What follows belongs to an exercise in optimizing a design on an open flow for a short achievable clock period and few clock cycles; a production flow would make more cautious choices.
Only the layout flow was run in this run; the RTL was not checked for function there.
No activity file was given, so power comes from the tool's default toggle rates.

==> design/flow/config.mk <==
export PLATFORM = sky130hd
export DESIGN_NAME = wblsm_core
export DESIGN_NICKNAME = wblsm_core
export VERILOG_FILES = /design/flow/design.v
export SDC_FILE = /design/flow/constraint.sdc
export NUM_CORES = 8
export LEC_CHECK = 0
export ABC_CLOCK_PERIOD_IN_PS = 3000
export CAP_MARGIN = 20
export CORE_MARGIN = 2
export CORE_UTILIZATION = 40
export PLACE_DENSITY = 0.6
export SLEW_MARGIN = 20
==> design/flow/constraint.sdc <==
create_clock -name core_clock -period 12.0 [get_ports {clk}]
set_input_delay 2.4000 -clock core_clock [delete_from_list [all_inputs] [get_ports {clk}]]
set_output_delay 2.4000 -clock core_clock [all_outputs]
set_load 0.01 [all_outputs]
==> design/flow/design.v <==
module wblsm_core (
    input  wire        clk,
    input  wire        rst,
    input  wire [31:0] prog_len,
    output wire [31:0] prog_addr,
    input  wire [31:0] prog_data,
    output wire [1:0]  status,
    output wire [2:0]  cause,
    output wire [31:0] result,
    output wire [4:0]  depth
);
    localparam ST_RUN   = 2'd0;
    localparam ST_END   = 2'd1;
    localparam ST_PANIC = 2'd2;
    localparam ST_FAULT = 2'd3;
    localparam C_NONE      = 3'd0;
    localparam C_DIV_ZERO  = 3'd1;
    localparam C_MEM_RANGE = 3'd2;
    localparam C_STACK_OVF = 3'd3;
    localparam C_FRAME_OVF = 3'd4;
    localparam O_LOAD  = 0;
    localparam O_WRITE = 1;
    localparam O_LC0   = 2;
    localparam O_LC1   = 3;
    localparam O_DUP   = 4;
    localparam O_POP   = 5;
    localparam O_JUMP  = 6;
    localparam O_CALL  = 7;
    localparam O_RET   = 8;
    localparam O_PANIC = 9;
    localparam O_ADD   = 10;
    localparam O_SUB   = 11;
    localparam O_MUL   = 12;
    localparam O_DIV   = 13;
    localparam O_MOD   = 14;
    reg [31:0] pa;               
    reg [31:0] da;               
    reg        dv;               
    reg [31:0] plen_q;
    reg [31:0] ea;               
    reg        ev;               
    reg        eend;             
    reg [14:0] eop;              
    reg [1:0]  status_q;
    reg [2:0]  cause_q;
    reg [31:0] res_q;
    reg [4:0]  dep_q;
    reg [4:0]  sp;               
    reg [31:0] T;                
    reg [31:0] N;                
    reg [447:0] arr;             
    reg [3:0]  fp;               
    reg [4:0]  fb_top;           
    reg [31:0] fr_top;
    reg [34:0] fa_b;             
    reg [223:0] fa_r;
    reg [511:0] mem;             
    reg        pend;             
    reg [31:0] m_r0, m_r1, m_r2, m_r3;
    reg        dbusy;
    reg [4:0]  dcnt;
    reg [31:0] dq;               
    reg [31:0] dr;               
    reg [31:0] db1;
    reg [33:0] db3;
    reg        dmod;
    assign prog_addr = pa;
    assign status    = status_q;
    assign cause     = cause_q;
    assign result    = res_q;
    assign depth     = dep_q;
    wire        d_isop = (prog_data[31:5] == 27'd0) && (prog_data[4:0] <= 5'd14);
    wire [14:0] d_op   = d_isop ? (15'd1 << prog_data[4:0]) : 15'd0;
    wire        d_end  = (da >= plen_q);
    wire run  = (status_q == ST_RUN);
    wire has1 = (sp != 5'd0);
    wire has2 = (sp >= 5'd2);
    wire full = (sp == 5'd16);
    function [31:0] ent;         
        input [447:0] a;
        input [5:0]   i;         
        begin
            if (i[5]) ent = 32'd0;
            else      ent = a[32*i[3:0] +: 32];
        end
    endfunction
    wire [5:0]  sp6  = {1'b0, sp};
    wire [31:0] rd3  = ent(arr, sp6 - 6'd3);
    wire [31:0] rd4  = ent(arr, sp6 - 6'd4);
    wire        dup_ok  = (T[31:4] == 28'd0) && ({1'b0, T[3:0]} < sp - 5'd1);
    wire [5:0]  dup_i   = sp6 - 6'd2 - {2'b0, T[3:0]};
    wire [31:0] dup_val = !dup_ok ? 32'd0 : (T[3:0] == 4'd0) ? N : ent(arr, dup_i);
    wire        load_bad  = (T > 32'd60);
    wire        write_bad = (N > 32'd60);
    wire [31:0] load_val  = mem[8*T[5:0] +: 32];
    wire [31:0] add_val = N + T;
    wire [31:0] sub_val = N - T;
    wire        has_frm  = (fp != 4'd0);
    wire        ffull    = (fp == 4'd8);
    wire        trunc    = (sp > fb_top);
    wire [5:0]  fb6      = {1'b0, fb_top};
    wire [31:0] ret_T    = (fb6 == sp6 - 6'd1) ? N : ent(arr, fb6 - 6'd1);
    wire [31:0] ret_N    = ent(arr, fb6 - 6'd2);
    wire [2:0]  fnext    = fp[2:0] - 3'd2;       
    wire [4:0]  fb_next  = fa_b[5*fnext +: 5];
    wire [31:0] fr_next  = fa_r[32*fnext +: 32];
    wire [31:0] ea1 = ea + 32'd1;
    function [63:0] csa;         
        input [31:0] x, y, z;
        begin
            csa = {((x & y) | (x & z) | (y & z)) << 1, x ^ y ^ z};
        end
    endfunction
    reg [31:0] a0 [0:31];
    reg [31:0] a1 [0:21];
    reg [31:0] a2 [0:14];
    reg [31:0] a3 [0:9];
    reg [31:0] a4 [0:6];
    reg [31:0] a5 [0:4];
    reg [31:0] m_s0, m_s1, m_s2, m_s3;
    integer i;
    always @* begin
        for (i = 0; i < 32; i = i + 1)
            a0[i] = T[i] ? (N << i) : 32'd0;
        for (i = 0; i < 10; i = i + 1)
            {a1[2*i+1], a1[2*i]} = csa(a0[3*i], a0[3*i+1], a0[3*i+2]);
        a1[20] = a0[30]; a1[21] = a0[31];
        for (i = 0; i < 7; i = i + 1)
            {a2[2*i+1], a2[2*i]} = csa(a1[3*i], a1[3*i+1], a1[3*i+2]);
        a2[14] = a1[21];
        for (i = 0; i < 5; i = i + 1)
            {a3[2*i+1], a3[2*i]} = csa(a2[3*i], a2[3*i+1], a2[3*i+2]);
        for (i = 0; i < 3; i = i + 1)
            {a4[2*i+1], a4[2*i]} = csa(a3[3*i], a3[3*i+1], a3[3*i+2]);
        a4[6] = a3[9];
        for (i = 0; i < 2; i = i + 1)
            {a5[2*i+1], a5[2*i]} = csa(a4[3*i], a4[3*i+1], a4[3*i+2]);
        a5[4] = a4[6];
        {m_s1, m_s0} = csa(a5[0], a5[1], a5[2]);
        m_s2 = a5[3]; m_s3 = a5[4];
    end
    wire [31:0] mul_val = m_r0 + m_r1 + m_r2 + m_r3;
    wire [33:0] d_x  = {dr, dq[31:30]};
    wire [34:0] d_m1 = {1'b0, d_x} - {3'b0, db1};
    wire [34:0] d_m2 = {1'b0, d_x} - {2'b0, db1, 1'b0};
    wire [34:0] d_m3 = {1'b0, d_x} - {1'b0, db3};
    reg  [31:0] d_nr;
    reg  [1:0]  d_qd;
    always @* begin
        if (!d_m3[34])      begin d_nr = d_m3[31:0]; d_qd = 2'd3; end
        else if (!d_m2[34]) begin d_nr = d_m2[31:0]; d_qd = 2'd2; end
        else if (!d_m1[34]) begin d_nr = d_m1[31:0]; d_qd = 2'd1; end
        else                begin d_nr = d_x[31:0];  d_qd = 2'd0; end
    end
    reg        stall, redir;
    reg [31:0] tgt;
    reg [4:0]  sp_n;
    reg [31:0] T_n, N_n;
    reg        push_w;           
    reg        mem_w;
    reg        call_w, ret_w;
    reg        pend_n;
    reg [1:0]  st_n;
    reg [2:0]  ca_n;
    reg        div_start, div_step, div_done;
    wire is_push = eop[O_LC0] | eop[O_LC1];
    wire [31:0] push_c = {31'd0, eop[O_LC1]};
    always @* begin
        stall = 1'b0; redir = 1'b0; tgt = T;
        sp_n = sp; T_n = T; N_n = N;
        push_w = 1'b0; mem_w = 1'b0; call_w = 1'b0; ret_w = 1'b0;
        pend_n = 1'b0;
        st_n = ST_RUN; ca_n = C_NONE;
        div_start = 1'b0; div_step = 1'b0; div_done = 1'b0;
        if (pend) begin
            if (is_push && !full) begin
                push_w = 1'b1;
                N_n = mul_val;
                T_n = push_c;
                sp_n = sp + 5'd1;
            end else begin
                T_n = mul_val;
                stall = ev;
            end
        end else if (dbusy) begin
            if (dcnt == 5'd16) begin
                div_done = 1'b1;
                T_n = dmod ? dr : dq;
                N_n = rd3;
                sp_n = sp - 5'd1;
            end else begin
                div_step = 1'b1;
                stall = 1'b1;
            end
        end else begin
            if (eend) st_n = ST_END;
            if (eop[O_LOAD] && has1) begin
                if (load_bad) begin st_n = ST_FAULT; ca_n = C_MEM_RANGE; end
                else T_n = load_val;
            end
            if (eop[O_WRITE] && has2) begin
                if (write_bad) begin st_n = ST_FAULT; ca_n = C_MEM_RANGE; end
                else begin
                    mem_w = 1'b1;
                    T_n = rd3; N_n = rd4; sp_n = sp - 5'd2;
                end
            end
            if (is_push) begin
                if (full) begin st_n = ST_FAULT; ca_n = C_STACK_OVF; end
                else begin
                    push_w = 1'b1;
                    N_n = T; T_n = push_c; sp_n = sp + 5'd1;
                end
            end
            if (eop[O_DUP] && has1) T_n = dup_val;
            if ((eop[O_POP] || eop[O_JUMP]) && has1) begin
                T_n = N; N_n = rd3; sp_n = sp - 5'd1;
                if (eop[O_JUMP] && T != ea) begin redir = 1'b1; tgt = T; end
            end
            if (eop[O_CALL] && has1) begin
                if (ffull) begin st_n = ST_FAULT; ca_n = C_FRAME_OVF; end
                else begin
                    T_n = N; N_n = rd3; sp_n = sp - 5'd1;
                    call_w = 1'b1;
                    if (T != ea) begin redir = 1'b1; tgt = T; end
                end
            end
            if (eop[O_RET] && has_frm) begin
                ret_w = 1'b1;
                if (trunc) begin
                    sp_n = fb_top; T_n = ret_T; N_n = ret_N;
                end
                if (fr_top != ea) begin redir = 1'b1; tgt = fr_top; end
            end
            if (eop[O_PANIC]) st_n = ST_PANIC;
            if (eop[O_ADD] && has2) begin T_n = add_val; N_n = rd3; sp_n = sp - 5'd1; end
            if (eop[O_SUB] && has2) begin T_n = sub_val; N_n = rd3; sp_n = sp - 5'd1; end
            if (eop[O_MUL] && has2) begin pend_n = 1'b1; N_n = rd3; sp_n = sp - 5'd1; end
            if ((eop[O_DIV] || eop[O_MOD]) && has2) begin
                if (T == 32'd0) begin st_n = ST_FAULT; ca_n = C_DIV_ZERO; end
                else begin div_start = 1'b1; stall = 1'b1; end
            end
        end
    end
    integer k;
    always @(posedge clk) begin
        plen_q <= prog_len;
        m_r0 <= m_s0; m_r1 <= m_s1; m_r2 <= m_s2; m_r3 <= m_s3;
        if (rst) begin
            pa       <= 32'd0;
            da       <= 32'd0;
            dv       <= 1'b0;
            ev       <= 1'b0;
            eend     <= 1'b0;
            eop      <= 15'd0;
            ea       <= 32'd0;
            status_q <= ST_RUN;
            cause_q  <= C_NONE;
            res_q    <= 32'd0;
            dep_q    <= 5'd0;
            sp       <= 5'd0;
            T        <= 32'd0;
            N        <= 32'd0;
            fp       <= 4'd0;
            mem      <= 512'd0;
            pend     <= 1'b0;
            dbusy    <= 1'b0;
            dcnt     <= 5'd0;
        end else if (run) begin
            status_q <= st_n;
            cause_q  <= ca_n;
            res_q    <= T;
            dep_q    <= sp;
            sp   <= sp_n;
            T    <= T_n;
            N    <= N_n;
            pend <= pend_n;
            if (push_w && has2) arr[32*(sp[3:0] - 4'd2) +: 32] <= N;
            if (call_w) begin
                fp     <= fp + 4'd1;
                fb_top <= sp - 5'd1;
                fr_top <= ea1;
                if (has_frm) begin
                    fa_b[5*(fp[2:0] - 3'd1) +: 5]   <= fb_top;
                    fa_r[32*(fp[2:0] - 3'd1) +: 32] <= fr_top;
                end
            end
            if (ret_w) begin
                fp     <= fp - 4'd1;
                fb_top <= fb_next;
                fr_top <= fr_next;
            end
            if (mem_w)
                for (k = 0; k < 4; k = k + 1)
                    mem[8*(N[5:0] + k) +: 8] <= T[8*k +: 8];
            if (div_start) begin
                dbusy <= 1'b1;
                dcnt  <= 5'd0;
                dq    <= N;
                dr    <= 32'd0;
                db1   <= T;
                db3   <= {2'b0, T} + {1'b0, T, 1'b0};
                dmod  <= eop[O_MOD];
            end else if (div_step) begin
                dr   <= d_nr;
                dq   <= {dq[29:0], d_qd};
                dcnt <= dcnt + 5'd1;
            end else if (div_done) begin
                dbusy <= 1'b0;
            end
            da <= pa;
            if (redir) begin
                pa <= tgt;
                dv <= 1'b0;
                ev <= 1'b0;
                eop <= 15'd0;
                eend <= 1'b0;
            end else if (stall) begin
                pa <= ea1;
                dv <= 1'b0;
            end else begin
                pa   <= pa + 32'd1;
                dv   <= 1'b1;
                ev   <= dv;
                eend <= dv & d_end;
                eop  <= (dv & ~d_end) ? d_op : 15'd0;
                ea   <= da;
            end
        end
    end
endmodule
==> design/flow/flow/run.sh <==
#!/bin/bash
# Standard synthesis, then the standard layout with timing repair aimed
# below the design's period (a larger setup margin).
set -euo pipefail
bash standard.sh synth > synth.log 2>&1
bash standard.sh SETUP_SLACK_MARGIN=8.5 finish > layout.log 2>&1
==> design/flow/standard.sh <==
#!/bin/bash
# synth_recipe.tcl (not shown) runs the flow's synth.tcl, then flattens the netlist and writes it again
# the make line also repeats each setting of config.mk as NAME=value (left out here)
make -C /OpenROAD-flow-scripts/flow DESIGN_CONFIG=/design/flow/config.mk WORK_HOME=/design/flow/orfs CLKGATE_MAP_FILE= SYNTH_SCRIPT=/design/flow/synth_recipe.tcl "${@:-finish}"
==> summary.txt <==
[power groups by stage]
stage	Clock, mW	Sequential [mW]	Combinational (mW)
global placement	0	6.37	1.25
CTS	7.13	6.17	1.69
floorplan	0	6.30	0.596
detailed placement	0	6.37	1.24
[cell families after synthesis]
kind of cell | count (synthesis) | share of synthesized area
adder cells (fa/ha/maj) | 868 | 0.0907
XOR/XNOR | 385 | 0.0225
AND/OR/NAND/NOR | 4103 | 0.118
flip-flops | 1722 | 0.279
AO/OA/AOI/OAI | 4870 | 0.212
buffers and inverters | 2185 | 0.0578
multiplexers | 2090 | 0.220
[stage by stage]
stage,utilization,hold slack (ns),std cells,power (mW),setup slack [ns]
after floorplan,-,0.419,16200,6.90,0.694
after global placement,0.418,0.436,20500,7.61,5.05
after detailed placement,0.418,0.435,20500,7.61,5.12
after CTS,0.513,0.452,22100,15.0,7.23
[how the worst min path moves through the flow]
stage	from	to	slack [ns]	cells after the start
detailed placement	eop[8]$_SDFFE_PP0P_	eop[8]$_SDFFE_PP0P_	0.44	2
CTS	eop[8]$_SDFFE_PP0P_	eop[8]$_SDFFE_PP0P_	0.45	2
global placement	eop[8]$_SDFFE_PP0P_	eop[8]$_SDFFE_PP0P_	0.44	2
floorplan	eop[8]$_SDFFE_PP0P_	eop[8]$_SDFFE_PP0P_	0.42	2
[routing by layer]
layer / GRT overflow / global-route usage
met5: 0 / 0.217
met4: 0 / 0.470
met3: 2 / 0.364
met2: 0 / 0.623
met1: 0 / 0.528
[timing repair]
action,in CTS
cloned,227
pin swaps,694
endpoints found under the hold margin,0
setup endpoints to repair,2472
gates resized for setup,3660
setup buffers,1035
==> summary.txt <==
Placed design
  • PortBufs: 139
  • Dpl cell area: 0.161 mm²
  • Detailed-placement wirelength estimate: 566,000 µm
  • Routability-driven placement congestion ratio: 1.14

Status
  • Run status: aborted with a tool error
  • Error that stopped the run: [ERROR GRT-0232] Routing congestion too high. Check the congestion heatmap in the GUI.
  • Stage where the flow stopped: global routing

Synth
  • Top cells by instance count after synthesis: sky130_fd_sc_hd__nand2_1, sky130_fd_sc_hd__a21oi_1, sky130_fd_sc_hd__nor2_1
  • Cell type with the highest aggregate area in the netlist: sky130_fd_sc_hd__edfxtp_1
  • Dominant cell by count in the synthesized netlist: sky130_fd_sc_hd__nand2_1
  • Async set-reset flop share out of synthesis: 0
  • Number of nets in the synthesized netlist: 17,200
  • Leading cell types by total area after synthesis: sky130_fd_sc_hd__edfxtp_1, sky130_fd_sc_hd__mux4_2, sky130_fd_sc_hd__dfxtp_1
  • Register bit count reported by yosys: 1,722
  • Portion of the post-synthesis area used by sequential elements: 0.279
  • Library cells used by synthesis: 117
  • Total number of yosys warnings: 7
  • Post-synth EDFFs: 874
  • Post-Syn Instances: 16,200
  • Post-synth top flop: sky130_fd_sc_hd__edfxtp_1
  • Synth top area share: 0.170
  • Mean post-synth cell area: 9.54 µm²
  • Area of the mapped netlist: 0.155 mm²

Die
  • Die Ht: 626 µm
  • Starting utilization of the core area: 0.401
  • Width of the die: 626 µm
  • Count of pins on the block boundary: 140
  • Standard-cell row count: 228

Clock network
  • Clock root cell: sky130_fd_sc_hd__clkbuf_16
  • Clock Path Buffers: 4
  • CTS H-Tree Depth: 4
  • Clk sink count: 1,722
  • Clock buffer count from CTS: 217
  • # hold bufs at CTS: 0

GRT
  • Combined global-route utilization of all metal layers: 0.503
  • Aggregate global routing overflow: 2
  • Largest net degree at the start of global routing: 167
